Background: an optimization exercise with open tools, aiming at small area, a short achievable clock period and few clock cycles. Do not read the settings as production practice.
Where RTL was checked, it was by simulation tests only, not by an equivalence proof against the original.
The RTL of runs 1 to 4 was laid out without a check of its function.
No activity file was given, so power comes from the tool's default toggle rates.

## flow/design.v

```verilog
module plenc (
    input  wire        clk,
    input  wire        rst,
    input  wire        in_valid,
    output wire        in_ready,
    input  wire [64:0] in_data,
    output wire        out_valid,
    input  wire        out_ready,
    output wire [8:0]  out_data
);
    function [31:0] fast_add(input [31:0] a, input [31:0] b, input cin);
        reg [31:0] p, g, pp, gg;
        integer l, i, j;
        begin
            p  = a ^ b;
            g  = a & b;
            gg = g;
            pp = p;
            gg[0] = g[0] | (p[0] & cin);
            for (l = 0; l < 5; l = l + 1)
                for (i = 0; i < 32; i = i + 1)
                    if ((i >> l) & 1) begin
                        j = ((i >> (l + 1)) << (l + 1)) + (1 << l) - 1;
                        gg[i] = gg[i] | (pp[i] & gg[j]);
                        pp[i] = pp[i] & pp[j];
                    end
            fast_add = p ^ {gg[30:0], cin};
        end
    endfunction
    function [7:0] enc_byte(input cont, input [4:0] ch);
        enc_byte = 8'd63 + {2'b00, cont, ch};
    endfunction
    reg [31:0] nr1;         
    reg [31:0] nr2;         
    reg        phase;       
    reg [31:0] va;
    reg        va_v;
    reg [31:0] vb;
    reg        vb_v;
    reg [1:0]  eos_n;       
    reg        ov;
    reg        oeos;
    reg [7:0]  obyte;
    reg        ir;
    wire        in_op  = in_data[64];
    wire [31:0] in_lat = in_data[63:32];
    wire [31:0] in_lng = in_data[31:0];
    wire [31:0] x  = phase ? in_lng : in_lat;
    wire [31:0] d  = fast_add(x, nr1, 1'b1);
    wire [31:0] cv = {d[30:0], 1'b0};
    wire [4:0] ch_a   = va[4:0] ^ {5{va[31]}};
    wire       cont_a = |(va[31:5] ^ {27{va[31]}});
    wire ofree   = !ov || out_ready;
    wire ld_a    = ofree && va_v;
    wire ld_eos  = ofree && !va_v && !vb_v && (eos_n != 2'd0);
    wire fin     = ld_a && !cont_a;             
    wire va_free = !va_v || fin;
    wire take    = in_valid && ir;
    wire eos_ok  = (eos_n == 2'd0) || (eos_n == 2'd1 && ld_eos);
    wire prelat  = !phase && in_valid && !in_op && eos_ok && (va_free || !vb_v);
    wire conv    = prelat || (take && !in_op);
    wire va_v_n  = (va_v && !fin) || vb_v || conv;
    wire vb_v_n  = va_free ? (vb_v && conv) : (vb_v || conv);
    wire phase_n = take ? 1'b0 : (phase || prelat);
    wire [1:0] eos_n_n = eos_n - {1'b0, ld_eos} + {1'b0, take && in_op};
    assign in_ready  = ir;
    assign out_valid = ov;
    assign out_data  = {oeos, obyte};
    always @(posedge clk) begin
        if (rst) begin
            nr1   <= 32'hFFFFFFFF;
            nr2   <= 32'hFFFFFFFF;
            phase <= 1'b0;
            va_v  <= 1'b0;
            vb_v  <= 1'b0;
            eos_n <= 2'd0;
            ov    <= 1'b0;
            ir    <= 1'b0;
        end else begin
            phase <= phase_n;
            va_v  <= va_v_n;
            vb_v  <= vb_v_n;
            eos_n <= eos_n_n;
            ir    <= !take && in_valid
                     && (phase_n ? !vb_v_n : (in_op && eos_n_n != 2'd2));
            if (ofree) ov <= 1'b0;
            if (ld_eos) begin
                ov    <= 1'b1;
                oeos  <= 1'b1;
                obyte <= 8'd0;
            end
            if (ld_a) begin
                ov    <= 1'b1;
                oeos  <= 1'b0;
                obyte <= enc_byte(cont_a, ch_a);
            end
            if (ld_a && cont_a) va <= {{5{va[31]}}, va[31:5]};
            if (va_free) begin
                if (vb_v)      va <= vb;
                else if (conv) va <= cv;
            end
            if (conv && (vb_v || !va_free)) vb <= cv;
            if (conv) begin
                nr1 <= nr2;
                nr2 <= ~x;
            end
            if (take && in_op) begin
                nr1 <= 32'hFFFFFFFF;
                nr2 <= 32'hFFFFFFFF;
            end
        end
    end
endmodule
module pldec (
    input  wire        clk,
    input  wire        rst,
    input  wire        in_valid,
    output wire        in_ready,
    input  wire [8:0]  in_data,
    output wire        out_valid,
    input  wire        out_ready,
    output wire [65:0] out_data
);
    function [31:0] fast_add(input [31:0] a, input [31:0] b, input cin);
        reg [31:0] p, g, pp, gg;
        integer l, i, j;
        begin
            p  = a ^ b;
            g  = a & b;
            gg = g;
            pp = p;
            gg[0] = g[0] | (p[0] & cin);
            for (l = 0; l < 5; l = l + 1)
                for (i = 0; i < 32; i = i + 1)
                    if ((i >> l) & 1) begin
                        j = ((i >> (l + 1)) << (l + 1)) + (1 << l) - 1;
                        gg[i] = gg[i] | (pp[i] & gg[j]);
                        pp[i] = pp[i] & pp[j];
                    end
            fast_add = p ^ {gg[30:0], cin};
        end
    endfunction
    localparam [1:0] K_POINT = 2'd0, K_END = 2'd1, K_ERR = 2'd2;
    localparam [1:0] ES_IDLE = 2'd0, ES_CLR = 2'd1, ES_LOAD = 2'd2, ES_WAIT = 2'd3;
    reg [31:0] dreg;
    reg        s;
    reg [2:0]  k;
    reg        phase;       
    reg [31:0] cursor;
    reg        inc_q;       
    reg        clr_q;       
    reg        pend;        
    reg        pend_lng;    
    reg        end2;        
    reg [1:0]  endc;        
    reg [1:0]  es;          
    reg [31:0] A;
    reg [31:0] B;
    reg        ov;
    reg [1:0]  kind;
    reg        sk_v;
    reg [6:0]  sk;
    wire [6:0]  src    = sk_v ? sk : {in_data[8], in_data[5:0]};
    wire        src_v  = sk_v || in_valid;
    wire        in_eos = src[6];
    wire [5:0]  t      = src[5:0] + 6'd1;    
    wire [4:0]  c      = t[4:0];
    wire        cont   = t[5];
    wire [4:0]  cs     = c ^ {5{s}};
    wire ofree  = !ov || out_ready;
    wire do_end = ofree && (endc != 2'd0);
    wire ev_go  = ofree && (endc == 2'd0) && pend;
    wire blocked = (pend && !ev_go) || end2 || (es != ES_IDLE) || (endc == 2'd3);
    wire take   = src_v && !blocked;
    wire take_b = take && !in_eos;
    wire take_e = take && in_eos;
    wire err_clr  = (es == ES_CLR) && ofree && (endc == 2'd0) && !pend;
    wire err_ld   = (es == ES_LOAD);
    wire err_done = (es == ES_WAIT) && out_ready;
    wire [31:0] sum = fast_add(A, dreg, 1'b0);
    wire new_ev  = (take_b && !cont) || (take_e && phase);
    wire pend_n  = new_ev || (pend && !ev_go);
    wire end2_n  = (take_e && phase) || (end2 && !ev_go);
    wire [1:0] endc_n = endc - {1'b0, do_end}
                        + {1'b0, (take_e && !phase && k == 3'd0) || (ev_go && end2)};
    wire ov_n    = (ov && !ofree) || do_end || (ev_go && pend_lng) || err_ld
                   || (es == ES_WAIT && !out_ready);
    reg [1:0] es_n;
    always @(*) begin
        es_n = es;
        if (take_e && !phase && k != 3'd0) es_n = ES_CLR;
        if (err_clr)  es_n = ES_LOAD;
        if (err_ld)   es_n = ES_WAIT;
        if (err_done) es_n = ES_IDLE;
    end
    assign in_ready  = !sk_v;
    assign out_valid = ov;
    assign out_data  = {kind, A, B};
    always @(posedge clk) begin
        if (rst) begin
            k      <= 3'd0;
            phase  <= 1'b0;
            cursor <= 32'd0;
            inc_q  <= 1'b0;
            clr_q  <= 1'b0;
            pend   <= 1'b0;
            end2   <= 1'b0;
            endc   <= 2'd0;
            es     <= ES_IDLE;
            A      <= 32'd0;
            B      <= 32'd0;
            ov     <= 1'b0;
            sk_v   <= 1'b0;
        end else begin
            pend <= pend_n;
            end2 <= end2_n;
            endc <= endc_n;
            es   <= es_n;
            ov   <= ov_n;
            sk_v <= src_v && !take;
            if (!sk_v) sk <= {in_data[8], in_data[5:0]};
            if (ev_go || err_ld) begin
                A <= B;
                B <= sum;
            end
            if (err_ld) begin
                A    <= 32'd1;
                kind <= K_ERR;
            end
            if (ev_go && pend_lng) kind <= K_POINT;
            if (do_end || err_clr || err_done) begin
                A <= 32'd0;
                B <= 32'd0;
            end
            if (do_end) kind <= K_END;
            cursor <= clr_q ? 32'd0 : fast_add(cursor, 32'd0, inc_q);
            inc_q  <= take_b;
            clr_q  <= (take_e && (phase || k == 3'd0)) || err_clr;
            if (err_clr) dreg <= cursor;
            if (take_b) begin
                if (k == 3'd0) begin
                    s    <= c[0];
                    dreg <= {{28{c[0]}}, c[4:1] ^ {4{c[0]}}};
                end
                if (k == 3'd1) dreg[8:4]   <= cs;
                if (k == 3'd2) dreg[13:9]  <= cs;
                if (k == 3'd3) dreg[18:14] <= cs;
                if (k == 3'd4) dreg[23:19] <= cs;
                if (k == 3'd5) dreg[28:24] <= cs;
                if (k == 3'd6) dreg[31:29] <= {cs[1], cs[1], cs[0]};
                if (cont) begin
                    if (k != 3'd7) k <= k + 3'd1;
                end else begin
                    k        <= 3'd0;
                    phase    <= !phase;
                    pend_lng <= phase;
                end
            end
            if (take_e) begin
                k      <= 3'd0;
                phase  <= 1'b0;
                if (phase) begin
                    pend_lng <= 1'b1;
                    if (k == 3'd0) dreg <= 32'd0;
                end
            end
        end
    end
endmodule
module polyline_codec (
    input  wire        clk,
    input  wire        rst,
    input  wire        enc_in_valid,
    output wire        enc_in_ready,
    input  wire [64:0] enc_in_data,
    output wire        enc_out_valid,
    input  wire        enc_out_ready,
    output wire [8:0]  enc_out_data,
    input  wire        dec_in_valid,
    output wire        dec_in_ready,
    input  wire [8:0]  dec_in_data,
    output wire        dec_out_valid,
    input  wire        dec_out_ready,
    output wire [65:0] dec_out_data
);
    plenc u_enc (
        .clk(clk), .rst(rst),
        .in_valid(enc_in_valid), .in_ready(enc_in_ready), .in_data(enc_in_data),
        .out_valid(enc_out_valid), .out_ready(enc_out_ready), .out_data(enc_out_data)
    );
    pldec u_dec (
        .clk(clk), .rst(rst),
        .in_valid(dec_in_valid), .in_ready(dec_in_ready), .in_data(dec_in_data),
        .out_valid(dec_out_valid), .out_ready(dec_out_ready), .out_data(dec_out_data)
    );
endmodule
```

## flow/flow/run.sh

```bash
#!/bin/bash
# The standard layout, with every port buffered by a buf_1 (instead of the
# buffer buffer_ports picks by default) and a clock tree built without dummy
# loads. Each tool's full output is in orfs/logs/; make's output in make.log.
set -euo pipefail
export BUFFER_PORTS_ARGS="-buffer_cell sky130_fd_sc_hd__buf_1"
export CTS_ARGS="-sink_clustering_enable -repair_clock_nets -buf_list sky130_fd_sc_hd__clkbuf_4 -sink_clustering_size 8 -sink_clustering_max_diameter 35 -dont_use_dummy_load"
bash standard.sh > make.log 2>&1
```

## flow/standard.sh

```bash
#!/bin/bash
# synth_recipe.tcl (not shown) runs the flow's synth.tcl, then flattens the netlist and writes it again
# the make line also repeats each setting of config.mk as NAME=value (left out here)
make -C /OpenROAD-flow-scripts/flow DESIGN_CONFIG=/design/flow/config.mk WORK_HOME=/design/flow/orfs CLKGATE_MAP_FILE= SYNTH_SCRIPT=/design/flow/synth_recipe.tcl "${@:-finish}"
```

## flow/config.mk

```make
export PLATFORM = sky130hd
export DESIGN_NAME = polyline_codec
export DESIGN_NICKNAME = polyline_codec
export VERILOG_FILES = /design/flow/design.v
export SDC_FILE = /design/flow/constraint.sdc
export NUM_CORES = 4
export LEC_CHECK = 0
export CAP_MARGIN = 20
export CORE_MARGIN = 2
export CORE_UTILIZATION = 40
export CTS_BUF_LIST = sky130_fd_sc_hd__clkbuf_4
export CTS_CLUSTER_DIAMETER = 35
export CTS_CLUSTER_SIZE = 8
export PLACE_DENSITY = 0.6
export SETUP_SLACK_MARGIN = 2.0
export SLEW_MARGIN = 20
```

## flow/constraint.sdc

```tcl
create_clock -name core_clock -period 5.0 [get_ports {clk}]
set_input_delay 1.0000 -clock core_clock [delete_from_list [all_inputs] [get_ports {clk}]]
set_output_delay 1.0000 -clock core_clock [all_outputs]
set_load 0.01 [all_outputs]
```

==> results.py, run 1 <==
metrics = {
    "status": {
        "run_status": "complete, no violations",
    },
    "routing": {
        "antenna_left": 0,
        "drt-pass1-iter-count": 5,
        "dr.first_iter.drc_count": 694,
        "detail_route.wirelength_mm": 40.1,
        "post-route-drc-count": 0,
        "routed_wire_length_per_instance_um": 16.7,
        "dr_total_vias": 12900,
        "vias_per_cell": 5.39,
    },
    "critical_path": {
        "reg2reg_slack_ns": 1.43,
        "critPathSlowestCell": "sky130_fd_sc_hd__dfxtp_4",
        "peak_fanout_along_the_critical_path": 4,
        "required_time_of_the_worst_setup_path_ns": 5.51,
        "setup.worst_path.start_class": "flip-flop",
        "crit_end_element": "flip-flop",
        "crit_chain": "mux2i_4, ha_2, inv_2, fa_2, a211oi_2, o21a_2, nor3_4, o21a_1, a21oi_2, o221ai_2, a41o_1, o31a_1, xor2_2, a22o_1",
        "r2r_depth": 14,
        "max_stage_delay_ns": 0.44,
        "capturing_point_of_the_worst_reg2reg_path": "u_enc.va[31]",
        "worstPathArrival_ns": 4.08,
        "worst_r2r_startpoint": "u_enc.phase",
        "path_class": "flip-flop to flip-flop",
        "endpoint": "u_enc.va[31]",
        "startpoint_of_the_worst_setup_timing_path": "u_enc.phase",
    },
    "floorplanning": {
        "die_w_um": 201,
        "number_of_rows_created_at_floorplan": 71,
        "initial_core_util_pct": 40.8,
        "core_region_area_mm2": 0.0378,
        "num_io_pins": 159,
        "floorplan_die_area_mm2": 0.0402,
        "chipHeight_um": 201,
    },
    "timing": {
        "timing.max_slew.rel_slack_pct": 37.8,
        "final_skew_ns": 0.0695,
        "achievable_clock_frequency_mhz": 280,
        "setup_repair_after_global_routing_missed_its_margin": "true",
        "worstMarginPinSlew_ns": 0.933,
        "report.final.hold_viol_count": 0,
        "timing.final.max_slew_violations": 0,
        "finalCriticalPeriod_ns": 3.57,
        "final_min_period_over_clock_period_pct": 71.4,
        "fin_setup_tns_ns": 0,
        "setup_viol_count_final": 0,
    },
    "job": {
        "maxCapViolations": 0,
    },
    "synth": {
        "synth_cell_type_count": 68,
        "async_flop_share_pct": 0,
        "netlist_area_mm2": 0.0154,
        "yosys_warnings": 2,
        "synth_cells": 1710,
        "synth_seq_area_share_pct": 45.4,
        "synth.area.mux_share_pct": 4.63,
        "synth_adder_area_share_pct": 7.53,
        "synth_top_family_by_area": "simple AND/OR/NAND/NOR gates",
        "synth-seq-cells": 293,
        "synth_ff_type": "sky130_fd_sc_hd__dfxtp_1",
        "synth_xor_area_share_pct": 5.27,
        "synthesis.nets": 1877,
        "synth_enable_flop_cells": 114,
        "post_synthesis_compound_gate_area_fraction_pct": 14.9,
        "synth-simple-area-share_pct": 18.6,
        "syn_area_per_cell_um2": 9.03,
    },
    "clocking": {
        "cts_buffers": 60,
        "h_tree_depth_reported_by_cts": 2,
        "clock_tree_from_tritoncts": "done",
        "clock_sinks": 293,
        "cts-root-to-sink-buffers": 3,
        "insertion_delay_ns": 0.81,
        "clk_pin_slew_worst_paths_ns": 0.09,
        "root_buffer": "sky130_fd_sc_hd__clkbuf_4",
    },
    "min_path": {
        "hp-start": "u_enc.nr2[19]",
        "worstHoldPathType": "flip-flop to flip-flop",
    },
    "final_layout": {
        "share_of_the_core_filled_with_cells_in_the_final_layout_pct": 47.3,
        "design.final.nets": 2056,
        "layout-drive-gt1-share_pct": 15.1,
        "post-route-cell-area_mm2": 0.0179,
        "area_delta_synth_final_pct": 15.8,
    },
    "global_routing": {
        "vias_in_the_first_global_route": 12300,
        "grt_first_pass_wirelength_mm": 63.9,
        "grt.total_usage_pct": 19.3,
        "global_route.overflow_total": 0,
        "maximum_number_of_pins_on_one_net_before_global_route_repair": 63,
        "antenna_found_initial": 2,
    },
    "pwr": {
        "vdd_drop_max_uv": 271,
        "pwr_density_cell_mw_per_mm2": 396,
        "power.leakage_nw": 6.81,
    },
    "placement": {
        "buffer_ports.inserted": 153,
        "gp_congestion": 0.824,
        "placed_cell_area_mm2": 0.0165,
        "dp_hpwl_mm": 27.3,
    },
}
==> cell type report <==
type                    count  area (um2)
flip-flops and latches    293        7010
inverters                  44         173
clock buffers              60         450
repair buffers            213        1100
well taps                 511         639
multi-input cells        1277        8500
fillers                  3684       20000
diodes                      3        7.51
==> worst max-delay path: cells and delay by family, from the launching register on <==
family | cells | cell delay, ns
compound gates | 8 | 1.72
fa+ha+maj | 2 | 0.55
flops | 1 | 0.44
mux | 1 | 0.29
xor+xnor | 1 | 0.18
simple gates | 1 | 0.05
buf+inv | 1 | 0.04
==> worst min-delay path by stage <==
stage	to	cells past startpoint	slack, ns
after floorplan	u_dec.end2	2	0.44
after global placement	u_dec.end2	2	0.45
after detailed placement	u_enc.nr1[29]	2	0.45
after CTS	u_dec.sk_v	3	0.40
after global routing	u_dec.sk_v	3	0.44
final	u_enc.nr1[19]	2	0.45
==> through the flow <==
step	power (mW)	hold slack, ns	setup WS, ns	std cells
after global routing	7.55	0.440	1.34	2401
after floorplan	4.82	0.436	1.27	1710
after detailed placement	5.40	0.453	0.691	2299
final	7.08	0.449	1.43	2401
after global placement	5.35	0.447	0.748	2299
after CTS	7.02	0.401	1.40	2386
==> routing by layer <==
| metal | routed length (um) | share of wire [%] | GRT usage [%] | vias up |
|---|---|---|---|---|
| met1 | 18900 | 47 | 26.7 | 6144 |
| met4 | 1110 | 2.8 | 7.25 | 0 |
| met2 | 17900 | 45 | 30.1 | 346 |
| met3 | 2240 | 5.6 | 3.54 | 71 |
| met5 | 0 | 0 | 0 | - |
| li1 | - | - | - | 6382 |
==> layout by cell type, fill, tap and decap left out, types with 9 or more instances in the layout <==
cell,n
sky130_fd_sc_hd__nand2_1,304
sky130_fd_sc_hd__dfxtp_1,176
sky130_fd_sc_hd__nor2_1,156
sky130_fd_sc_hd__buf_1,152
sky130_fd_sc_hd__a21oi_1,143
sky130_fd_sc_hd__edfxtp_1,114
sky130_fd_sc_hd__ha_1,67
sky130_fd_sc_hd__nand3_1,65
sky130_fd_sc_hd__clkbuf_4,60
sky130_fd_sc_hd__buf_4,51
sky130_fd_sc_hd__xnor2_1,43
sky130_fd_sc_hd__o21ai_0,40
sky130_fd_sc_hd__inv_1,39
sky130_fd_sc_hd__o211ai_1,35
sky130_fd_sc_hd__mux2_2,33
sky130_fd_sc_hd__xor2_1,32
sky130_fd_sc_hd__nor3_1,29
sky130_fd_sc_hd__o22ai_1,27
sky130_fd_sc_hd__mux2i_1,22
sky130_fd_sc_hd__a21oi_2,20
sky130_fd_sc_hd__a21o_1,17
sky130_fd_sc_hd__xnor2_2,16
sky130_fd_sc_hd__a211oi_1,14
sky130_fd_sc_hd__nor2b_1,12
sky130_fd_sc_hd__nand2b_1,12
sky130_fd_sc_hd__a31oi_1,12
sky130_fd_sc_hd__o21a_1,9
==> flip-flops by register name, summed over array words and instances, names as in the netlist, 2 cells and up <==
signal and count:
u_dec.A 32, u_dec.B 32, u_dec.cursor 32, u_dec.dreg 32, u_enc.va 32, u_enc.nr1 31, u_enc.nr2 31, u_enc.vb 31
u_dec.sk 7, u_enc.obyte 7, u_dec.k 3, u_dec.endc 2, u_dec.es 2, u_dec.kind 2, u_enc.eos_n 2
==> cell usage after synthesis, types with 3 or more instances <==
master,n,share of area [%]
sky130_fd_sc_hd__o21a_1,9,0.44
sky130_fd_sc_hd__a221oi_1,10,0.57
sky130_fd_sc_hd__or2_2,5,0.20
sky130_fd_sc_hd__a31oi_1,13,0.53
sky130_fd_sc_hd__buf_6,3,0.22
sky130_fd_sc_hd__nand2b_1,12,0.49
sky130_fd_sc_hd__a211oi_1,16,0.78
sky130_fd_sc_hd__fa_1,10,1.3
sky130_fd_sc_hd__ha_1,77,6.2
sky130_fd_sc_hd__dfxtp_1,179,23
sky130_fd_sc_hd__o21ai_0,53,1.7
sky130_fd_sc_hd__a21oi_1,162,5.2
sky130_fd_sc_hd__nor2b_1,13,0.53
sky130_fd_sc_hd__nor2_1,162,3.9
sky130_fd_sc_hd__o22ai_1,27,1.1
sky130_fd_sc_hd__nor3b_1,3,0.15
sky130_fd_sc_hd__buf_2,15,0.49
sky130_fd_sc_hd__xnor2_1,59,3.3
sky130_fd_sc_hd__mux2_2,41,3.0
sky130_fd_sc_hd__xor2_1,34,1.9
sky130_fd_sc_hd__or3_1,6,0.24
sky130_fd_sc_hd__mux2i_1,24,1.6
sky130_fd_sc_hd__nand3_1,65,2.1
sky130_fd_sc_hd__nand3b_1,3,0.15
sky130_fd_sc_hd__nor4_1,5,0.20
sky130_fd_sc_hd__and4_1,7,0.40
sky130_fd_sc_hd__a21o_1,17,0.83
sky130_fd_sc_hd__o21bai_1,5,0.24
sky130_fd_sc_hd__nand4_1,7,0.28
sky130_fd_sc_hd__inv_1,42,1.0
sky130_fd_sc_hd__nand2_1,309,7.5
sky130_fd_sc_hd__and2_1,8,0.32
sky130_fd_sc_hd__nor3_1,30,0.97
sky130_fd_sc_hd__and3_1,9,0.36
sky130_fd_sc_hd__o211ai_1,35,1.7
sky130_fd_sc_hd__buf_1,5,0.12
sky130_fd_sc_hd__o31a_1,6,0.34
sky130_fd_sc_hd__clkbuf_1,72,1.7
sky130_fd_sc_hd__edfxtp_1,114,22
==> power by group <==
| part | leakage [nW] | switching (mW) | internal [mW] |
|---|---|---|---|
| Clock | 0.276 | 0.847 | 0.541 |
| Combinational | 3.99 | 1.45 | 1.06 |
| Sequential | 2.54 | 0.273 | 2.92 |
==> cells by family after synthesis <==
logic type	Yosys count
muxes	66
DFF	293
adders and majority gates	87
xor gates and xnor gates	93
and+or+nand+nor	656
AOI/OAI and AO/OA	373
other	1
buffers and inverters	141
==> timing repair <==
action,in CTS,in global routing
hold buffers,0,0
pin swaps,60,37
gates resized for setup,77,47
setup buffers,26,11
gates cloned,1,1
endpoints found under the setup margin,143,132
==> run 2, diff against run 1 <==
--- a/flow/config.mk
+++ b/flow/config.mk
@@ -13,4 +13,4 @@
 export CTS_CLUSTER_SIZE = 8
 export PLACE_DENSITY = 0.6
-export SETUP_SLACK_MARGIN = 2.0
+export SETUP_SLACK_MARGIN = 1.7
 export SLEW_MARGIN = 20
==> run 2 against run 1 <==
Compared with the run above: critical path type unchanged; still clean; flip-flop and latch count unchanged; synthesized area unchanged; count of clock-buffer cells in the layout decreased by 1; highest routed layer unchanged.
==> results.py, run 2 <==
metrics = {
    "status": {
        "run_status": "complete, no violations",
    },
    "timing": {
        "fin_setup_tns_ns": 0,
        "final_skew_ns": 0.0880,
        "worstMarginPinSlew_ns": 0.997,
        "setup_viol_count_final": 0,
        "final_min_period_over_clock_period_pct": 70.3,
        "achievable_clock_frequency_mhz": 284,
        "timing.final.max_slew_violations": 0,
        "report.final.hold_viol_count": 0,
        "setup_repair_after_global_routing_missed_its_margin": "true",
        "whs_ns": 0.449,
        "finalCriticalPeriod_ns": 3.52,
        "finalWorstSetupSlack_ns": 1.48,
        "timing.max_slew.rel_slack_pct": 33.4,
    },
    "floorplanning": {
        "core_region_area_mm2": 0.0378,
        "chipHeight_um": 201,
        "floorplan_die_area_mm2": 0.0402,
        "number_of_rows_created_at_floorplan": 71,
        "num_io_pins": 159,
        "initial_core_util_pct": 40.8,
        "die_w_um": 201,
    },
    "routing": {
        "antenna_left": 0,
        "routed_wire_length_per_instance_um": 16.4,
        "drt-pass1-iter-count": 5,
        "vias_per_cell": 5.33,
        "detail_route.wirelength_mm": 39.5,
        "dr_total_vias": 12800,
        "post-route-drc-count": 0,
        "dr.first_iter.drc_count": 684,
    },
    "critical_path": {
        "required_time_of_the_worst_setup_path_ns": 5.50,
        "peak_fanout_along_the_critical_path": 7,
        "crit_end_element": "flip-flop",
        "reg2reg_slack_ns": 1.48,
        "crit_chain": "mux2i_4, ha_1, inv_1, fa_2, a211oi_4, o21a_2, nor3_4, o21a_1, a21oi_2, o221ai_2, a41o_1, o31a_1, xor2_1, a22o_1",
        "r2r_depth": 14,
        "setup.worst_path.start_class": "flip-flop",
        "worst_r2r_startpoint": "u_enc.phase",
        "critPathBufInv": 1,
        "endpoint": "u_enc.va[31]",
        "capturing_point_of_the_worst_reg2reg_path": "u_enc.va[31]",
        "critical_path_depth": 14,
        "worstPathArrival_ns": 4.02,
        "path_class": "flip-flop to flip-flop",
        "max_stage_delay_ns": 0.44,
        "startpoint_of_the_worst_setup_timing_path": "u_enc.phase",
        "crit_family": "compound AO/OA/AOI/OAI gates",
        "critPathSlowestCell": "sky130_fd_sc_hd__dfxtp_4",
    },
    "synth": {
        "yosys.area.top_type": "sky130_fd_sc_hd__dfxtp_1",
        "synth_cell_type_count": 68,
        "synthesis.nets": 1877,
        "synth-simple-area-share_pct": 18.6,
        "synth_top_cell_area_share_pct": 23.2,
        "synth.area.mux_share_pct": 4.63,
        "synth_seq_area_share_pct": 45.4,
        "synth-seq-cells": 293,
        "synth.cells.most_frequent": "309 x sky130_fd_sc_hd__nand2_1, 179 x sky130_fd_sc_hd__dfxtp_1, 162 x sky130_fd_sc_hd__a21oi_1, 162 x sky130_fd_sc_hd__nor2_1, 114 x sky130_fd_sc_hd__edfxtp_1",
        "synth_enable_flop_cells": 114,
        "post_synthesis_compound_gate_area_fraction_pct": 14.9,
        "yosys_warnings": 2,
        "synth_top_family_by_area": "simple AND/OR/NAND/NOR gates",
        "netlist_area_mm2": 0.0154,
        "synth_ff_type": "sky130_fd_sc_hd__dfxtp_1",
        "synth_cells": 1710,
        "synth_xor_area_share_pct": 5.27,
        "synthTopCellsByArea": "sky130_fd_sc_hd__dfxtp_1 23%, sky130_fd_sc_hd__edfxtp_1 22%, sky130_fd_sc_hd__nand2_1 7.5%",
        "syn_area_per_cell_um2": 9.03,
        "synth_most_common_cell": "sky130_fd_sc_hd__nand2_1",
        "async_flop_share_pct": 0,
        "synth_adder_area_share_pct": 7.53,
    },
    "placement": {
        "placedCellCount": 2301,
        "buffer_ports.inserted": 153,
        "dp_hpwl_mm": 27.5,
        "post-place-ws_ns": 0.682,
        "gp_congestion": 0.825,
    },
    "global_routing": {
        "global_route.overflow_total": 0,
        "vias_in_the_first_global_route": 12400,
        "antenna_found_initial": 1,
        "grt.total_usage_pct": 19.5,
        "grt_first_pass_wirelength_mm": 64.7,
        "maximum_number_of_pins_on_one_net_before_global_route_repair": 63,
    },
    "final_layout": {
        "filler_cell_count": 3732,
        "most-common-layout-cells": "306 x sky130_fd_sc_hd__nand2_1, 177 x sky130_fd_sc_hd__dfxtp_1, 159 x sky130_fd_sc_hd__nor2_1",
        "layout-drive-gt1-share_pct": 13.8,
        "final_cells": 2401,
        "leading_cell_type_in_the_layout_fill_and_taps_excluded": "sky130_fd_sc_hd__nand2_1",
        "design.final.nets": 2058,
        "area_delta_synth_final_pct": 14.8,
    },
    "pwr": {
        "combinationalPowerShare_pct": 35.0,
        "vdd_drop_max_uv": 196,
        "post-layout-total-power_mw": 7.00,
        "power.leakage_nw": 6.77,
        "internal_power_of_the_cells_mw": 4.49,
        "seq_power_share_pct": 45.3,
        "switching_fraction_of_total_power_pct": 35.9,
        "power_frac_clock_pct": 19.7,
        "pwr_density_cell_mw_per_mm2": 395,
        "power_switching_mw": 2.52,
    },
    "clocking": {
        "cts-root-to-sink-buffers": 3,
        "cts_buffers": 59,
        "insertion_delay_ns": 0.80,
        "root_buffer": "sky130_fd_sc_hd__clkbuf_4",
        "clock_tree_from_tritoncts": "done",
        "clk_pin_slew_worst_paths_ns": 0.08,
        "h_tree_depth_reported_by_cts": 2,
        "clock_sinks": 293,
    },
    "min_path": {
        "worstHoldPathType": "input port to flip-flop",
        "min_path_cells": 3,
    },
    "job": {
        "maxCapViolations": 0,
    },
}
-- run 2: changes by cell type in the layout (fill, tap and decap cells not counted), moves of 3 or more --
| cell | previous run | this run |
|---|---|---|
| sky130_fd_sc_hd__o21ai_0 | 40 | 46 |
| sky130_fd_sc_hd__buf_4 | 51 | 57 |
| sky130_fd_sc_hd__nor2_4 | 5 | 1 |
| sky130_fd_sc_hd__xnor2_1 | 43 | 47 |
| sky130_fd_sc_hd__nor2_1 | 156 | 159 |
| sky130_fd_sc_hd__a21oi_2 | 20 | 13 |
| sky130_fd_sc_hd__a21oi_1 | 143 | 150 |
| sky130_fd_sc_hd__o21ai_1 | 7 | 2 |
| sky130_fd_sc_hd__xnor2_2 | 16 | 12 |
-- run 2: logic make-up after synthesis --
| logic type | after synthesis |
|---|---|
| AND/OR/NAND/NOR | 656 |
| AO/OA/AOI/OAI | 373 |
| flip-flops | 293 |
| buffers and inverters | 141 |
| XOR/XNOR | 93 |
| adder cells (fa/ha/maj) | 87 |
| multiplexers | 66 |
| other | 1 |
-- run 2: area by class of cell --
type | count | area, um2 | area share (%)
well taps | 511 | 639 | 3.61
flip-flops and latches | 293 | 7010 | 39.5
repair buffers | 217 | 1120 | 6.32
inverters | 44 | 165 | 0.931
multi-input cells | 1276 | 8350 | 47.1
clock buffers | 59 | 443 | 2.50
diodes | 1 | 2.50 | 0.0141
-- run 2: worst register-to-register path, stage by stage (launching register included) --
cell and delay [ns]:
sky130_fd_sc_hd__dfxtp_4 0.44, sky130_fd_sc_hd__mux2i_4 0.30, sky130_fd_sc_hd__ha_1 0.18, sky130_fd_sc_hd__inv_1 0.05, sky130_fd_sc_hd__fa_2 0.36, sky130_fd_sc_hd__a211oi_4 0.24
sky130_fd_sc_hd__o21a_2 0.19, sky130_fd_sc_hd__nor3_4 0.05, sky130_fd_sc_hd__o21a_1 0.21, sky130_fd_sc_hd__a21oi_2 0.19, sky130_fd_sc_hd__o221ai_2 0.14, sky130_fd_sc_hd__a41o_1 0.25
sky130_fd_sc_hd__o31a_1 0.27, sky130_fd_sc_hd__xor2_1 0.21, sky130_fd_sc_hd__a22o_1 0.21
-- run 2: timing repair --
action,CTS,global route
cloned,1,0
setup buffers,31,8
pin swaps,28,27
endpoints found under the hold margin,0,0
endpoints found under the setup margin,61,46
gates resized for setup,44,40
hold buffers,0,0
-- run 2: worst min-delay path by stage --
stage	slack, ns	endpoint	start
global placement	0.45	u_enc.nr1[26]	u_enc.nr2[26]
finish	0.45	u_dec.sk_v	dec_in_valid
global route	0.39	u_dec.sk_v	dec_in_valid
floorplan	0.44	u_dec.end2	u_dec.end2
CTS	0.38	u_dec.sk_v	dec_in_valid
detailed placement	0.45	u_enc.nr1[11]	u_enc.nr2[11]
-- run 2: metal layers --
layer,global-route usage [%],share of wire (%)
met5,0,0
met4,5.82,2.2
met3,3.62,5.7
met2,31.1,45
met1,27.0,47
-- run 2: power by group through the flow --
stage / Clock [mW] / Sequential (mW) / Combinational (mW)
after floorplan: 0 / 3.14 / 1.68
after global placement: 0 / 3.21 / 2.13
after detailed placement: 0 / 3.22 / 2.18
after CTS: 1.43 / 3.17 / 2.34
after global routing: 1.53 / 3.22 / 2.74
final: 1.38 / 3.17 / 2.45
-- run 2: per-stage QoR --
step           utilization, %  area [um2]
2_1_floorplan               -       15500
3_3_place_gp             43.6       16500
3_5_place_dp             43.7       16500
4_1_cts                  46.2       17500
5_1_grt                  46.9       17700
6_report                 46.9       17700
==> run 3, diff against run 2 <==
--- a/flow/design.v
+++ b/flow/design.v
@@ -34,4 +34,5 @@
     reg [31:0] nr2;         
     reg        phase;       
+    reg [3:0]  xsel;        
     reg [31:0] va;
     reg        va_v;
@@ -46,5 +47,6 @@
     wire [31:0] in_lat = in_data[63:32];
     wire [31:0] in_lng = in_data[31:0];
-    wire [31:0] x  = phase ? in_lng : in_lat;
+    wire [31:0] xs = {{8{xsel[3]}}, {8{xsel[2]}}, {8{xsel[1]}}, {8{xsel[0]}}};
+    wire [31:0] x  = (xs & in_lng) | (~xs & in_lat);
     wire [31:0] d  = fast_add(x, nr1, 1'b1);
     wire [31:0] cv = {d[30:0], 1'b0};
@@ -72,4 +74,5 @@
             nr2   <= 32'hFFFFFFFF;
             phase <= 1'b0;
+            xsel  <= 4'd0;
             va_v  <= 1'b0;
             vb_v  <= 1'b0;
@@ -79,4 +82,5 @@
         end else begin
             phase <= phase_n;
+            xsel  <= {4{phase_n}};
             va_v  <= va_v_n;
             vb_v  <= vb_v_n;
@@ -95,9 +99,7 @@
                 obyte <= enc_byte(cont_a, ch_a);
             end
-            if (ld_a && cont_a) va <= {{5{va[31]}}, va[31:5]};
-            if (va_free) begin
-                if (vb_v)      va <= vb;
-                else if (conv) va <= cv;
-            end
+            if (ld_a && cont_a)      va <= {{5{va[31]}}, va[31:5]};
+            if (va_free && vb_v)     va <= vb;
+            if (va_free && !vb_v && conv) va <= cv;
             if (conv && (vb_v || !va_free)) vb <= cv;
             if (conv) begin
--- a/flow/config.mk
+++ b/flow/config.mk
@@ -13,4 +13,4 @@
 export CTS_CLUSTER_SIZE = 8
 export PLACE_DENSITY = 0.6
-export SETUP_SLACK_MARGIN = 1.7
+export SETUP_SLACK_MARGIN = 2.0
 export SLEW_MARGIN = 20
==> run 3 against run 2 <==
Compared with the run above: combinational power down 4%; total power down 1.0%; global-route usage fell by 0.30 points; highest routed layer is now met5.
==> results.py, run 3 <==
metrics = {
    "synth": {
        "synth-seq-cells": 293,
        "async_flop_share_pct": 0,
        "synth_seq_area_share_pct": 46.2,
        "synth_cells": 1648,
        "synth_top_cell_area_share_pct": 23.6,
        "synth_ff_type": "sky130_fd_sc_hd__dfxtp_1",
        "synthesis.nets": 1815,
        "synth.cells.most_frequent": "338 x sky130_fd_sc_hd__nand2_1, 179 x sky130_fd_sc_hd__dfxtp_1, 124 x sky130_fd_sc_hd__nor2_1",
        "yosys_warnings": 2,
        "synth_enable_flop_cells": 114,
        "synth_most_common_cell": "sky130_fd_sc_hd__nand2_1",
        "syn_area_per_cell_um2": 9.20,
        "yosys.area.top_type": "sky130_fd_sc_hd__dfxtp_1",
        "synth_cell_type_count": 66,
        "netlist_area_mm2": 0.0152,
        "synthTopCellsByArea": "sky130_fd_sc_hd__dfxtp_1 24%, sky130_fd_sc_hd__edfxtp_1 23%, sky130_fd_sc_hd__nand2_1 8.4%",
    },
    "critical_path": {
        "reg2reg_slack_ns": 1.54,
        "setup.worst_path.start_class": "flip-flop",
        "crit_end_element": "flip-flop",
        "max_stage_delay_ns": 0.45,
        "path_class": "flip-flop to flip-flop",
        "endpoint": "u_enc.va[31]",
        "critical_path_depth": 12,
        "critPathSlowestCell": "sky130_fd_sc_hd__dfxtp_4",
        "peak_fanout_along_the_critical_path": 8,
        "worst_r2r_startpoint": "u_enc.xsel[0]",
        "critPathBufInv": 1,
        "capturing_point_of_the_worst_reg2reg_path": "u_enc.va[31]",
        "required_time_of_the_worst_setup_path_ns": 5.47,
        "r2r_depth": 12,
        "crit_family": "compound AO/OA/AOI/OAI gates",
        "startpoint_of_the_worst_setup_timing_path": "u_enc.xsel[0]",
        "worstPathArrival_ns": 3.93,
        "crit_chain": "buf_12, mux2_2, ha_1, a21oi_1, o21ai_0, a22oi_2, a21oi_2, and3b_2, nor2_4, a31oi_4, xnor2_2, a22o_1",
    },
    "timing": {
        "timing.max_slew.rel_slack_pct": 29.6,
        "final_min_period_over_clock_period_pct": 69.2,
        "achievable_clock_frequency_mhz": 289,
        "final_skew_ns": 0.0929,
        "setup_viol_count_final": 0,
        "timing.final.max_slew_violations": 0,
        "report.final.hold_viol_count": 0,
        "setup_repair_after_global_routing_missed_its_margin": "true",
        "fin_setup_tns_ns": 0,
        "worstMarginPinSlew_ns": 1.06,
        "finalCriticalPeriod_ns": 3.46,
    },
    "clocking": {
        "cts_buffers": 68,
        "insertion_delay_ns": 0.75,
        "root_buffer": "sky130_fd_sc_hd__clkbuf_4",
        "clk_pin_slew_worst_paths_ns": 0.08,
        "postCtsHoldBufs": 0,
        "cts-root-to-sink-buffers": 3,
        "h_tree_depth_reported_by_cts": 3,
        "clock_tree_from_tritoncts": "done",
        "clock_sinks": 293,
    },
    "pwr": {
        "vdd_drop_max_uv": 173,
        "pwr_density_cell_mw_per_mm2": 392,
        "power.leakage_nw": 6.89,
    },
    "final_layout": {
        "design.final.nets": 2008,
        "final-seq-area_mm2": 0.00701,
        "combined_area_of_the_multi_input_logic_cells_mm2": 0.00826,
        "layout-drive-gt1-share_pct": 14.7,
        "filler_cell_count": 3691,
        "leading_cell_type_in_the_layout_fill_and_taps_excluded": "sky130_fd_sc_hd__nand2_1",
        "post-route-cell-area_mm2": 0.0177,
        "most-common-layout-cells": "335 x sky130_fd_sc_hd__nand2_1, 177 x sky130_fd_sc_hd__dfxtp_1, 152 x sky130_fd_sc_hd__buf_1",
        "area_delta_synth_final_pct": 16.5,
    },
    "min_path": {
        "worstHoldPathType": "flip-flop to flip-flop",
    },
    "routing": {
        "dr.first_iter.drc_count": 708,
        "post-route-drc-count": 0,
        "vias_per_cell": 5.26,
        "routed_wire_length_per_instance_um": 16.2,
        "antenna_left": 0,
        "dr_total_vias": 12400,
        "detail_route.wirelength_mm": 38.1,
        "drt-pass1-iter-count": 5,
    },
    "floorplanning": {
        "die_w_um": 199,
        "initial_core_util_pct": 40.4,
        "number_of_rows_created_at_floorplan": 71,
        "floorplan_die_area_mm2": 0.0395,
        "num_io_pins": 159,
        "core_region_area_mm2": 0.0375,
        "chipHeight_um": 199,
    },
    "placement": {
        "dp_hpwl_mm": 26.5,
        "placed_cell_area_mm2": 0.0163,
        "buffer_ports.inserted": 153,
        "gp_congestion": 0.812,
    },
    "global_routing": {
        "global_route.overflow_total": 0,
        "maximum_number_of_pins_on_one_net_before_global_route_repair": 90,
        "antenna_found_initial": 5,
        "grt.total_usage_pct": 19.2,
        "grt_first_pass_wirelength_mm": 60.2,
        "vias_in_the_first_global_route": 11500,
    },
    "job": {
        "maxCapViolations": 0,
    },
    "status": {
        "run_status": "complete, no violations",
    },
}
==> run 3: stage by stage <==
step | utilization (%) | setup WS [ns] | hold WS, ns | cells | total power, mW
detailed placement | 43.6 | 1.05 | 0.452 | 2245 | 5.16
CTS | 45.9 | 1.70 | 0.429 | 2335 | 6.80
floorplan | - | 1.54 | 0.440 | 1648 | 4.61
global route | 47.1 | 1.46 | 0.466 | 2354 | 7.41
finish | 47.1 | 1.54 | 0.424 | 2354 | 6.93
global placement | 43.6 | 1.13 | 0.447 | 2245 | 5.11
==> run 3: cells by family (layout without fill, tap and decap cells) <==
| kind of cell | Yosys count | in the layout | synth area share [%] |
|---|---|---|---|
| buffers and inverters | 129 | 319 | 3.49 |
| and+or+nand+nor | 649 | 650 | 19.0 |
| DFF | 293 | 293 | 46.2 |
| adders and majority gates | 87 | 87 | 7.68 |
| muxes | 64 | 64 | 4.49 |
| other | 1 | 5 | 0.0247 |
| AOI/OAI and AO/OA | 333 | 333 | 13.8 |
| xor gates and xnor gates | 92 | 92 | 5.32 |
==> run 3: area by class of cell <==
cell class              count  area share, %
inverters                  43          0.914
well taps                 511           3.62
clock buffers              68           2.89
multi-input cells        1227           46.8
diodes                      4         0.0567
repair buffers            208           6.05
flip-flops and latches    293           39.7
==> run 3: repair_timing <==
action | 4_1_cts | 5_1_grt
setup endpoints to repair | 176 | 193
setup buffers | 21 | 15
gates resized for setup | 35 | 67
gates cloned | 1 | 0
pin swaps | 21 | 39
==> run 3: routing by layer <==
| metal | wire length, um | track usage (%) | vias to the layer above |
|---|---|---|---|
| li1 | - | - | 6177 |
| met2 | 16400 | 28.4 | 364 |
| met1 | 18300 | 27.6 | 5766 |
| met4 | 811 | 6.72 | 4 |
| met3 | 2560 | 4.32 | 74 |
| met5 | 25 | 0 | - |
==> run 3: worst min-delay path, delay by kind of cell, from the launching register on <==
kind	cells	cell delay [ns]
simple gates	2	0.11
flops	1	0.30
==> run 3: worst min-delay path by stage <==
| stage | start | end | slack [ns] | cells past startpoint |
|---|---|---|---|---|
| after global routing | u_enc.nr2[8] | u_enc.nr1[8] | 0.47 | 2 |
| after floorplan | u_enc.nr2[10] | u_enc.nr1[10] | 0.44 | 2 |
| final | u_enc.nr2[8] | u_enc.nr1[8] | 0.42 | 2 |
| after detailed placement | u_enc.nr2[6] | u_enc.nr1[6] | 0.45 | 2 |
| after global placement | u_enc.nr2[22] | u_enc.nr1[22] | 0.45 | 2 |
| after CTS | u_enc.nr2[8] | u_enc.nr1[8] | 0.43 | 2 |
==> run 3: report_power, final <==
group	internal [mW]	total, mW	switching (mW)
clock network	0.619	1.48	0.861
logic	0.988	2.34	1.35
registers	2.89	3.11	0.221
==> run 4, diff against run 3 <==
--- a/flow/config.mk
+++ b/flow/config.mk
@@ -13,4 +13,4 @@
 export CTS_CLUSTER_SIZE = 8
 export PLACE_DENSITY = 0.6
-export SETUP_SLACK_MARGIN = 2.0
+export SETUP_SLACK_MARGIN = 2.4
 export SLEW_MARGIN = 20
==> run 4 against run 3 <==
Compared with the run above: still clean; synthesized cell count stayed put; cell area rose by 8.1%; non-clock buffer count increased by 64; sequential share of layout area fell by 2.9 points; clock skew hardly changed; setup slack gained 0.069 ns; via count is 4.2% higher; die area stayed put; largest power group unchanged; highest routed layer is now met4.
==> results.py, run 4 <==
metrics = {
    "pwr": {
        "switching_fraction_of_total_power_pct": 36.0,
        "seq_power_share_pct": 42.7,
        "power_frac_clock_pct": 19.0,
        "power.leakage_nw": 7.42,
        "pwr_density_cell_mw_per_mm2": 384,
        "internal_power_of_the_cells_mw": 4.69,
        "power_switching_mw": 2.64,
        "vdd_drop_max_uv": 214,
        "post-layout-total-power_mw": 7.33,
        "combinationalPowerShare_pct": 38.3,
    },
    "timing": {
        "finalCriticalPeriod_ns": 3.39,
        "setup_viol_count_final": 0,
        "timing.final.max_slew_violations": 0,
        "achievable_clock_frequency_mhz": 295,
        "report.final.hold_viol_count": 0,
        "final_skew_ns": 0.0924,
        "fin_setup_tns_ns": 0,
        "final_min_period_over_clock_period_pct": 67.8,
        "timing.max_slew.rel_slack_pct": 49.9,
        "whs_ns": 0.430,
        "setup_repair_after_global_routing_missed_its_margin": "true",
        "worstMarginPinSlew_ns": 0.752,
    },
    "floorplanning": {
        "num_io_pins": 159,
        "die_w_um": 199,
        "chipHeight_um": 199,
        "number_of_rows_created_at_floorplan": 71,
        "floorplan_die_area_mm2": 0.0395,
        "initial_core_util_pct": 40.4,
        "core_region_area_mm2": 0.0375,
    },
    "final_layout": {
        "final_cells": 2409,
        "design.final.nets": 2064,
        "layout-drive-gt1-share_pct": 21.5,
        "leading_cell_type_in_the_layout_fill_and_taps_excluded": "sky130_fd_sc_hd__nand2_1",
        "area_delta_synth_final_pct": 25.9,
        "most-common-layout-cells": "333 x sky130_fd_sc_hd__nand2_1, 176 x sky130_fd_sc_hd__dfxtp_1, 152 x sky130_fd_sc_hd__buf_1",
        "share_of_the_core_filled_with_cells_in_the_final_layout_pct": 50.9,
    },
    "synth": {
        "synth.cells.most_frequent": "338 x sky130_fd_sc_hd__nand2_1, 179 x sky130_fd_sc_hd__dfxtp_1, 124 x sky130_fd_sc_hd__nor2_1",
        "synthesis.nets": 1815,
        "synth_seq_area_share_pct": 46.2,
        "async_flop_share_pct": 0,
        "synth_top_cell_area_share_pct": 23.6,
        "synth_cells": 1648,
        "synth_ff_type": "sky130_fd_sc_hd__dfxtp_1",
        "syn_area_per_cell_um2": 9.20,
        "synth_enable_flop_cells": 114,
        "synthTopCellsByArea": "sky130_fd_sc_hd__dfxtp_1 24%, sky130_fd_sc_hd__edfxtp_1 23%, sky130_fd_sc_hd__nand2_1 8.4%",
        "yosys_warnings": 2,
        "synth_cell_type_count": 66,
        "synth_most_common_cell": "sky130_fd_sc_hd__nand2_1",
        "yosys.area.top_type": "sky130_fd_sc_hd__dfxtp_1",
        "synth-seq-cells": 293,
        "netlist_area_mm2": 0.0152,
    },
    "critical_path": {
        "reg2reg_slack_ns": 1.61,
        "setup.worst_path.start_class": "flip-flop",
        "crit_top_cell": "sky130_fd_sc_hd__o21a_4",
        "path_class": "flip-flop to flip-flop",
        "critPathSlowestCell": "sky130_fd_sc_hd__dfxtp_4",
        "worst_r2r_startpoint": "u_enc.xsel[0]",
        "peak_fanout_along_the_critical_path": 3,
        "worstPathArrival_ns": 3.95,
        "max_stage_delay_ns": 0.39,
        "crit_chain": "buf_12, mux2i_4, ha_2, inv_2, fa_2, a211oi_2, o21ai_2, o21a_1, o21a_2, buf_4, o21a_4, o21a_4, nor2_2, xnor2_2, a21o_1",
        "required_time_of_the_worst_setup_path_ns": 5.56,
        "startpoint_of_the_worst_setup_timing_path": "u_enc.xsel[0]",
        "crit_end_element": "flip-flop",
    },
    "routing": {
        "vias_per_cell": 5.36,
        "dr.first_iter.drc_count": 745,
        "post-route-drc-count": 0,
        "dr_total_vias": 12900,
        "detail_route.wirelength_mm": 41.7,
        "antenna_left": 0,
        "drt-pass1-iter-count": 5,
        "routed_wire_length_per_instance_um": 17.3,
    },
    "global_routing": {
        "grt.total_usage_pct": 19.8,
        "grt_first_pass_wirelength_mm": 62.5,
        "maximum_number_of_pins_on_one_net_before_global_route_repair": 58,
        "global_route.overflow_total": 0,
        "antenna_found_initial": 2,
        "vias_in_the_first_global_route": 11900,
    },
    "clocking": {
        "root_buffer": "sky130_fd_sc_hd__clkbuf_4",
        "clock_sinks": 293,
        "insertion_delay_ns": 0.82,
        "cts-root-to-sink-buffers": 3,
        "postCtsHoldBufs": 0,
        "h_tree_depth_reported_by_cts": 2,
        "clk_pin_slew_worst_paths_ns": 0.09,
        "clock_tree_from_tritoncts": "done",
        "cts_buffers": 60,
    },
    "min_path": {
        "worstHoldPathType": "flip-flop to flip-flop",
        "hp-start": "u_dec.B[6]",
    },
    "placement": {
        "placedCellCount": 2244,
        "gp_congestion": 0.821,
        "dp_hpwl_mm": 26.7,
        "buffer_ports.inserted": 153,
    },
    "status": {
        "run_status": "complete, no violations",
    },
    "job": {
        "maxCapViolations": 0,
    },
}
run 4: layer usage:
layer | wire length [um] | global-route usage [%]
met4 | 595 | 5.09
met2 | 18900 | 30.7
met5 | 0 | 0
met1 | 19500 | 28.2
met3 | 2750 | 4.04
run 4: power by group through the flow:
stage	clock network (mW)	registers, mW	logic [mW]
after floorplan	0	3.10	1.55
after global placement	0	3.16	1.99
after detailed placement	0	3.17	2.04
after CTS	1.45	3.11	2.35
after global routing	1.55	3.16	3.07
final	1.39	3.13	2.81
run 4: kinds of logic after synthesis:
kind of cell | Yosys count | share of synthesized area [%]
buffers and inverters | 129 | 3.49
flip-flops | 293 | 46.2
adder cells (fa/ha/maj) | 87 | 7.68
AO/OA/AOI/OAI | 333 | 13.8
multiplexers | 64 | 4.49
AND/OR/NAND/NOR | 649 | 19.0
XOR/XNOR | 92 | 5.32
other | 1 | 0.0247
run 4: repair_timing:
action                     CTS  global route
gates cloned                 2            10
setup endpoints to repair  286           215
setup buffers               45            45
resized for setup          113           152
pin swaps                   43           102
run 4: cell type report:
| class | instances | area [um2] |
|---|---|---|
| inverter | 43 | 161 |
| multi-input combinational | 1227 | 8960 |
| clock buffer | 60 | 450 |
| tap | 511 | 639 |
| sequential | 293 | 7020 |
| timing repair buffer | 272 | 1860 |
| antenna | 3 | 7.51 |
| fill | 3474 | 18400 |
run 4: final timing paths:
path                       end  cells past startpoint
setup / recovery  u_enc.va[16]                     15
hold / removal      u_dec.A[6]                      2
setup reg to reg  u_enc.va[16]                     15
hold reg to reg     u_dec.A[6]                      2
run 4: worst max-delay path, delay by kind of cell (launching register included):
kind                       cells  cell delay, ns
AOI/OAI and AO/OA              7            1.38
xor gates and xnor gates       1            0.11
adders and majority gates      2            0.57
buffers and inverters          3            0.30
DFF                            1            0.39
muxes                          1            0.27
and+or+nand+nor                1            0.13
run 4: stage by stage:
step | area, um2 | setup WS, ns
detailed placement | 16400 | 1.10
global route | 19100 | 1.54
global placement | 16400 | 1.15
floorplan | 15500 | 1.54
finish | 19100 | 1.61
CTS | 17800 | 1.71
==> run 5, diff against run 4 <==
--- a/flow/design.v
+++ b/flow/design.v
@@ -28,15 +28,12 @@
         end
     endfunction
-    function [7:0] enc_byte(input cont, input [4:0] ch);
-        enc_byte = 8'd63 + {2'b00, cont, ch};
-    endfunction
-    reg [31:0] nr1;         
-    reg [31:0] nr2;         
-    reg        phase;       
-    reg [3:0]  xsel;        
+    reg [31:0] nprev_lat;   
+    reg [31:0] nprev_lng;   
     reg [31:0] va;
-    reg        va_v;
     reg [31:0] vb;
-    reg        vb_v;
+    reg        st_lat;      
+    reg        st_lng;      
+    reg        tail_v;
+    reg [4:0]  tail;        
     reg [1:0]  eos_n;       
     reg        ov;
@@ -47,23 +44,80 @@
     wire [31:0] in_lat = in_data[63:32];
     wire [31:0] in_lng = in_data[31:0];
-    wire [31:0] xs = {{8{xsel[3]}}, {8{xsel[2]}}, {8{xsel[1]}}, {8{xsel[0]}}};
-    wire [31:0] x  = (xs & in_lng) | (~xs & in_lat);
-    wire [31:0] d  = fast_add(x, nr1, 1'b1);
-    wire [31:0] cv = {d[30:0], 1'b0};
+    wire [31:0] p_lat = in_lat ^ nprev_lat;
+    wire [31:0] p_lng = in_lng ^ nprev_lng;
+    wire [31:0] c_lat = carries(in_lat, nprev_lat, 1'b1);
+    wire [31:0] c_lng = carries(in_lng, nprev_lng, 1'b1);
     wire [4:0] ch_a   = va[4:0] ^ {5{va[31]}};
     wire       cont_a = |(va[31:5] ^ {27{va[31]}});
-    wire ofree   = !ov || out_ready;
-    wire ld_a    = ofree && va_v;
-    wire ld_eos  = ofree && !va_v && !vb_v && (eos_n != 2'd0);
-    wire fin     = ld_a && !cont_a;             
-    wire va_free = !va_v || fin;
-    wire take    = in_valid && ir;
-    wire eos_ok  = (eos_n == 2'd0) || (eos_n == 2'd1 && ld_eos);
-    wire prelat  = !phase && in_valid && !in_op && eos_ok && (va_free || !vb_v);
-    wire conv    = prelat || (take && !in_op);
-    wire va_v_n  = (va_v && !fin) || vb_v || conv;
-    wire vb_v_n  = va_free ? (vb_v && conv) : (vb_v || conv);
-    wire phase_n = take ? 1'b0 : (phase || prelat);
-    wire [1:0] eos_n_n = eos_n - {1'b0, ld_eos} + {1'b0, take && in_op};
+    wire [4:0] ch_b   = vb[4:0] ^ {5{vb[31]}};
+    wire       cont_b = |(vb[31:5] ^ {27{vb[31]}});
+    wire       cont_b2 = |(vb[31:10] ^ {22{vb[31]}});    
+    function [31:0] carries(input [31:0] a, input [31:0] b, input cin);
+        reg [31:0] p, g, pp, gg;
+        integer l, i, j;
+        begin
+            p  = a ^ b;
+            g  = a & b;
+            gg = g;
+            pp = p;
+            gg[0] = g[0] | (p[0] & cin);
+            for (l = 0; l < 5; l = l + 1)
+                for (i = 0; i < 32; i = i + 1)
+                    if ((i >> l) & 1) begin
+                        j = ((i >> (l + 1)) << (l + 1)) + (1 << l) - 1;
+                        gg[i] = gg[i] | (pp[i] & gg[j]);
+                        pp[i] = pp[i] & pp[j];
+                    end
+            carries = {gg[30:0], cin};
+        end
+    endfunction
+    function [7:0] enc_byte(input cont, input [4:0] ch);
+        enc_byte = 8'd63 + {2'b00, cont, ch};
+    endfunction
+    wire ofree = !ov || out_ready;
+    wire take  = in_valid && ir;
+    wire tp    = take && !in_op;
+    wire [31:0] va_h  = ld_a ? {{5{va[31]}}, va[31:5]} : va;
+    wire [31:0] vb_h  = ld_b ? {{5{vb[31]}}, vb[31:5]} : vb;
+    wire [31:0] va_c0 = tp ? {p_lat[30:0], 1'b0}  : va_h;
+    wire [31:0] va_c1 = tp ? {~p_lat[30:0], 1'b0} : va_h;
+    wire [31:0] vb_c0 = tp ? {p_lng[30:0], 1'b0}  : vb_h;
+    wire [31:0] vb_c1 = tp ? {~p_lng[30:0], 1'b0} : vb_h;
+    wire [31:0] cs_lat = {c_lat[30:0], 1'b0};
+    wire [31:0] cs_lng = {c_lng[30:0], 1'b0};
+    wire [31:0] va_s  = (cs_lat & va_c1) | (~cs_lat & va_c0);
+    wire [31:0] vb_s  = (cs_lng & vb_c1) | (~cs_lng & vb_c0);
+    wire ld_tail = ofree && tail_v;
+    wire ld_eos  = ofree && !tail_v && (eos_n != 2'd0);
+    wire ld_a    = ofree && !tail_v && (eos_n == 2'd0) && st_lat;
+    wire ld_b    = ofree && !tail_v && (eos_n == 2'd0) && !st_lat && st_lng;
+    reg        st_lat_n, st_lng_n, tail_v_n, b_last_n;
+    reg [1:0]  eos_n_n;
+    always @(*) begin
+        st_lat_n = st_lat;
+        st_lng_n = st_lng;
+        tail_v_n = tail_v && !ld_tail;
+        b_last_n = !cont_b;
+        eos_n_n  = eos_n - {1'b0, ld_eos};
+        if (ld_a && !cont_a) begin
+            st_lat_n = 1'b0;
+            st_lng_n = 1'b1;
+        end
+        if (ld_b) begin
+            if (!cont_b) st_lng_n = 1'b0;
+            b_last_n = !cont_b2;
+        end
+        if (take) begin
+            if (in_op) begin
+                eos_n_n  = eos_n_n + 2'd1;
+                st_lng_n = 1'b0;
+                if (st_lng && !ld_b) tail_v_n = 1'b1;
+            end else begin
+                st_lat_n = 1'b1;
+                st_lng_n = 1'b0;
+                if (st_lng && !ld_b) tail_v_n = 1'b1;
+            end
+        end
+    end
     assign in_ready  = ir;
     assign out_valid = ov;
@@ -71,22 +125,24 @@
     always @(posedge clk) begin
         if (rst) begin
-            nr1   <= 32'hFFFFFFFF;
-            nr2   <= 32'hFFFFFFFF;
-            phase <= 1'b0;
-            xsel  <= 4'd0;
-            va_v  <= 1'b0;
-            vb_v  <= 1'b0;
-            eos_n <= 2'd0;
-            ov    <= 1'b0;
-            ir    <= 1'b0;
+            nprev_lat <= 32'hFFFFFFFF;
+            nprev_lng <= 32'hFFFFFFFF;
+            st_lat   <= 1'b0;
+            st_lng   <= 1'b0;
+            tail_v   <= 1'b0;
+            eos_n    <= 2'd0;
+            ov       <= 1'b0;
+            ir       <= 1'b1;
         end else begin
-            phase <= phase_n;
-            xsel  <= {4{phase_n}};
-            va_v  <= va_v_n;
-            vb_v  <= vb_v_n;
-            eos_n <= eos_n_n;
-            ir    <= !take && in_valid
-                     && (phase_n ? !vb_v_n : (in_op && eos_n_n != 2'd2));
+            st_lat <= st_lat_n;
+            st_lng <= st_lng_n;
+            tail_v <= tail_v_n;
+            eos_n  <= eos_n_n;
+            ir     <= (eos_n_n != 2'd2) && !st_lat_n && (!st_lng_n || b_last_n);
             if (ofree) ov <= 1'b0;
+            if (ld_tail) begin
+                ov    <= 1'b1;
+                oeos  <= 1'b0;
+                obyte <= enc_byte(1'b0, tail);
+            end
             if (ld_eos) begin
                 ov    <= 1'b1;
@@ -99,15 +155,26 @@
                 obyte <= enc_byte(cont_a, ch_a);
             end
-            if (ld_a && cont_a)      va <= {{5{va[31]}}, va[31:5]};
-            if (va_free && vb_v)     va <= vb;
-            if (va_free && !vb_v && conv) va <= cv;
-            if (conv && (vb_v || !va_free)) vb <= cv;
-            if (conv) begin
-                nr1 <= nr2;
-                nr2 <= ~x;
-            end
-            if (take && in_op) begin
-                nr1 <= 32'hFFFFFFFF;
-                nr2 <= 32'hFFFFFFFF;
+            if (ld_b) begin
+                ov    <= 1'b1;
+                oeos  <= 1'b0;
+                obyte <= enc_byte(cont_b, ch_b);
+            end
+            if (ld_a) va <= {{5{va[31]}}, va[31:5]};
+            if (ld_b) vb <= {{5{vb[31]}}, vb[31:5]};
+            if (tp) begin
+                va <= {p_lat[30] ^ c_lat[30], 29'd0, ~p_lat[0], 1'b0};
+                vb <= {p_lng[30] ^ c_lng[30], 29'd0, ~p_lng[0], 1'b0};
+            end
+            va[30:2] <= va_s[30:2];
+            vb[30:2] <= vb_s[30:2];
+            if (take) begin
+                if (st_lng && !ld_b) tail <= ch_b;
+                if (in_op) begin
+                    nprev_lat <= 32'hFFFFFFFF;
+                    nprev_lng <= 32'hFFFFFFFF;
+                end else begin
+                    nprev_lat <= ~in_lat;
+                    nprev_lng <= ~in_lng;
+                end
             end
         end
@@ -166,5 +233,5 @@
     wire        src_v  = sk_v || in_valid;
     wire        in_eos = src[6];
-    wire [5:0]  t      = src[5:0] + 6'd1;    
+    wire [5:0]  t      = src[5:0] ^ {&src[4:0], &src[3:0], &src[2:0], &src[1:0], src[0], 1'b1};
     wire [4:0]  c      = t[4:0];
     wire        cont   = t[5];
@@ -180,5 +247,29 @@
     wire err_ld   = (es == ES_LOAD);
     wire err_done = (es == ES_WAIT) && out_ready;
-    wire [31:0] sum = fast_add(A, dreg, 1'b0);
+    function [31:0] carries(input [31:0] a, input [31:0] b);
+        reg [31:0] p, g, pp, gg;
+        integer l, i, j;
+        begin
+            p  = a ^ b;
+            g  = a & b;
+            gg = g;
+            pp = p;
+            for (l = 0; l < 5; l = l + 1)
+                for (i = 0; i < 32; i = i + 1)
+                    if ((i >> l) & 1) begin
+                        j = ((i >> (l + 1)) << (l + 1)) + (1 << l) - 1;
+                        gg[i] = gg[i] | (pp[i] & gg[j]);
+                        pp[i] = pp[i] & pp[j];
+                    end
+            carries = {gg[30:0], 1'b0};
+        end
+    endfunction
+    wire [31:0] psum = A ^ dreg;
+    wire [31:0] csum = carries(A, dreg);
+    wire        b_ld  = ev_go || err_ld;
+    wire        b_clr = do_end || err_clr || err_done;
+    wire [31:0] b_c0  = b_clr ? 32'd0 : (b_ld ? psum  : B);
+    wire [31:0] b_c1  = b_clr ? 32'd0 : (b_ld ? ~psum : B);
+    wire [31:0] b_n   = (csum & b_c1) | (~csum & b_c0);
     wire new_ev  = (take_b && !cont) || (take_e && phase);
     wire pend_n  = new_ev || (pend && !ev_go);
@@ -222,8 +313,6 @@
             sk_v <= src_v && !take;
             if (!sk_v) sk <= {in_data[8], in_data[5:0]};
-            if (ev_go || err_ld) begin
-                A <= B;
-                B <= sum;
-            end
+            B <= b_n;
+            if (ev_go || err_ld) A <= B;
             if (err_ld) begin
                 A    <= 32'd1;
@@ -231,8 +320,5 @@
             end
             if (ev_go && pend_lng) kind <= K_POINT;
-            if (do_end || err_clr || err_done) begin
-                A <= 32'd0;
-                B <= 32'd0;
-            end
+            if (do_end || err_clr || err_done) A <= 32'd0;
             if (do_end) kind <= K_END;
             cursor <= clr_q ? 32'd0 : fast_add(cursor, 32'd0, inc_q);
--- a/flow/config.mk
+++ b/flow/config.mk
@@ -13,4 +13,4 @@
 export CTS_CLUSTER_SIZE = 8
 export PLACE_DENSITY = 0.6
-export SETUP_SLACK_MARGIN = 2.4
+export SETUP_SLACK_MARGIN = 2.0
 export SLEW_MARGIN = 20
==> run 5 against run 4 <==
Compared with the run above: utilization decreased by 5.2 points; still clean; critical path depth decreased by 3; cell area decreased by 1.7%; largest cell class unchanged; highest routed layer is now met5.
==> results.py, run 5 <==
metrics = {
    "pwr": {
        "pwr_density_cell_mw_per_mm2": 362,
        "power_frac_clock_pct": 22.5,
        "combinationalPowerShare_pct": 30.5,
        "vdd_drop_max_uv": 187,
        "switching_fraction_of_total_power_pct": 35.3,
        "internal_power_of_the_cells_mw": 4.40,
    },
    "critical_path": {
        "required_time_of_the_worst_setup_path_ns": 5.45,
        "capturing_point_of_the_worst_reg2reg_path": "u_enc.va[29]",
        "path_class": "input port to flip-flop",
        "peak_fanout_along_the_critical_path": 4,
        "crit_end_element": "flip-flop",
        "setup.worst_path.start_class": "input port",
    },
    "routing": {
        "post-route-drc-count": 0,
        "drt-pass1-iter-count": 5,
        "detail_route.wirelength_mm": 42.1,
        "routed_wire_length_per_instance_um": 16.1,
    },
    "clocking": {
        "cts_buffers": 70,
        "clock_sinks": 299,
    },
    "final_layout": {
        "post-route-cell-area_mm2": 0.0188,
        "design.final.nets": 2272,
        "layout-drive-gt1-share_pct": 8.85,
        "area_delta_synth_final_pct": 12.6,
        "most-common-layout-cells": "300 x sky130_fd_sc_hd__nand2_1, 216 x sky130_fd_sc_hd__a21oi_1, 201 x sky130_fd_sc_hd__nor2_1",
        "combined_area_of_the_multi_input_logic_cells_mm2": 0.00935,
        "filler_cell_count": 4102,
    },
    "min_path": {
        "holdPathEnd": "u_dec.A[14]",
        "hp-start": "u_dec.B[14]",
    },
    "synth": {
        "yosys.area.top_type": "sky130_fd_sc_hd__edfxtp_1",
        "synth-simple-area-share_pct": 19.1,
        "yosys_warnings": 2,
        "synth_top_family_by_area": "simple AND/OR/NAND/NOR gates",
        "synth-seq-cells": 299,
        "synth_most_common_cell": "sky130_fd_sc_hd__nand2_1",
        "netlist_area_mm2": 0.0167,
        "synth_cells": 1910,
    },
    "floorplanning": {
        "num_io_pins": 159,
        "floorplan_die_area_mm2": 0.0433,
    },
    "global_routing": {
        "global_route.overflow_total": 0,
        "antenna_found_initial": 3,
        "grt_first_pass_wirelength_mm": 67.2,
    },
    "status": {
        "run_status": "complete, no violations",
    },
    "timing": {
        "worstMarginPinSlew_ns": 1.08,
        "report.final.hold_viol_count": 0,
        "achievable_clock_frequency_mhz": 341,
        "final_skew_ns": 0.0808,
        "timing.max_slew.rel_slack_pct": 27.9,
    },
    "placement": {
        "buffer_ports.inserted": 153,
        "placed_cell_area_mm2": 0.0180,
    },
    "job": {
        "maxCapViolations": 0,
    },
}
-- run 5: stage by stage --
stage | std cells | hold slack, ns | worst slack, ns
finish | 2612 | 0.428 | 2.07
global route | 2611 | 0.372 | 2.00
CTS | 2597 | 0.341 | 2.03
detailed placement | 2527 | 0.461 | 1.14
global placement | 2527 | 0.448 | 1.16
floorplan | 1910 | 0.436 | 1.58
-- run 5: metal layers --
| metal | vias to the layer above | GRT usage [%] | wire [um] |
|---|---|---|---|
| met5 | - | 0 | 15 |
| met4 | 2 | 7.02 | 947 |
| met3 | 71 | 4.26 | 2150 |
| met2 | 284 | 32.8 | 20400 |
| met1 | 6611 | 23.0 | 18600 |
| li1 | 7140 | - | - |
-- run 5: repair_timing --
item                                   in CTS  in global routing
setup endpoints to repair                  19                 44
endpoints found under the hold margin       0                  0
pin swaps                                   2                  6
resized for setup                           5                 25
buffers inserted                            0                 13
-- run 5: area by class of cell --
type                       count  area share [%]
sequential                   299            38.3
tap                          532            3.55
timing repair buffer         184            4.46
inverter                      49            1.00
antenna                        2          0.0267
clock buffer                  70            2.80
multi-input combinational   1476            49.8
-- run 5: worst max-delay path by stage --
stage                              startpoint                  end  slack, ns  cells after the start
final                         enc_in_data[33]         u_enc.va[29]       2.07                     12
after global routing      u_enc.nprev_lat[15]         u_enc.va[30]       2.00                     10
after CTS                  u_enc.nprev_lat[1]         u_enc.va[31]       2.03                     10
after detailed placement      enc_in_data[33]         u_enc.va[31]       1.14                     11
after global placement        enc_in_data[33]         u_enc.va[31]       1.16                     11
after floorplan                           rst  u_enc.nprev_lat[10]       1.58                      6
-- run 5: kinds of logic (layout without fill, tap and decap cells) --
kind of cell    after synthesis  after routing
buf+inv                     135            303
fa+ha+maj                   112            112
other cells                   1              3
simple gates                721            721
xor+xnor                    133            133
flops                       299            299
compound gates              476            476
mux                          33             33
-- run 5: critical path, stage by stage --
cell and delay, ns:
sky130_fd_sc_hd__clkbuf_2 0.11, sky130_fd_sc_hd__ha_4 0.22, sky130_fd_sc_hd__nor2b_4 0.13, sky130_fd_sc_hd__o21ai_4 0.18, sky130_fd_sc_hd__a31o_4 0.22, sky130_fd_sc_hd__a21oi_4 0.07
sky130_fd_sc_hd__or2_4 0.29, sky130_fd_sc_hd__a221o_2 0.38, sky130_fd_sc_hd__a221o_1 0.39, sky130_fd_sc_hd__buf_4 0.17, sky130_fd_sc_hd__xnor2_2 0.14, sky130_fd_sc_hd__a21oi_1 0.07
-- run 5: power groups by stage --
stage	Sequential [mW]	Combinational, mW	Clock (mW)
floorplan	3.17	1.53	0
global placement	3.24	1.99	0
detailed placement	3.25	2.02	0
CTS	3.20	2.04	1.61
global route	3.24	2.33	1.71
finish	3.20	2.07	1.53
Testbench counts of run 5, summed over its fixed seeds: cycles 31,934.

Re-timed with assumed drivers on the ports (clkbuf_16 on the clock, buf_2 on other inputs), run 5 has 2.057 ns of setup slack against 2.067 ns with ideal ports, and 1.287 ns once port delays also move by the mid clock arrival of 0.770 ns.
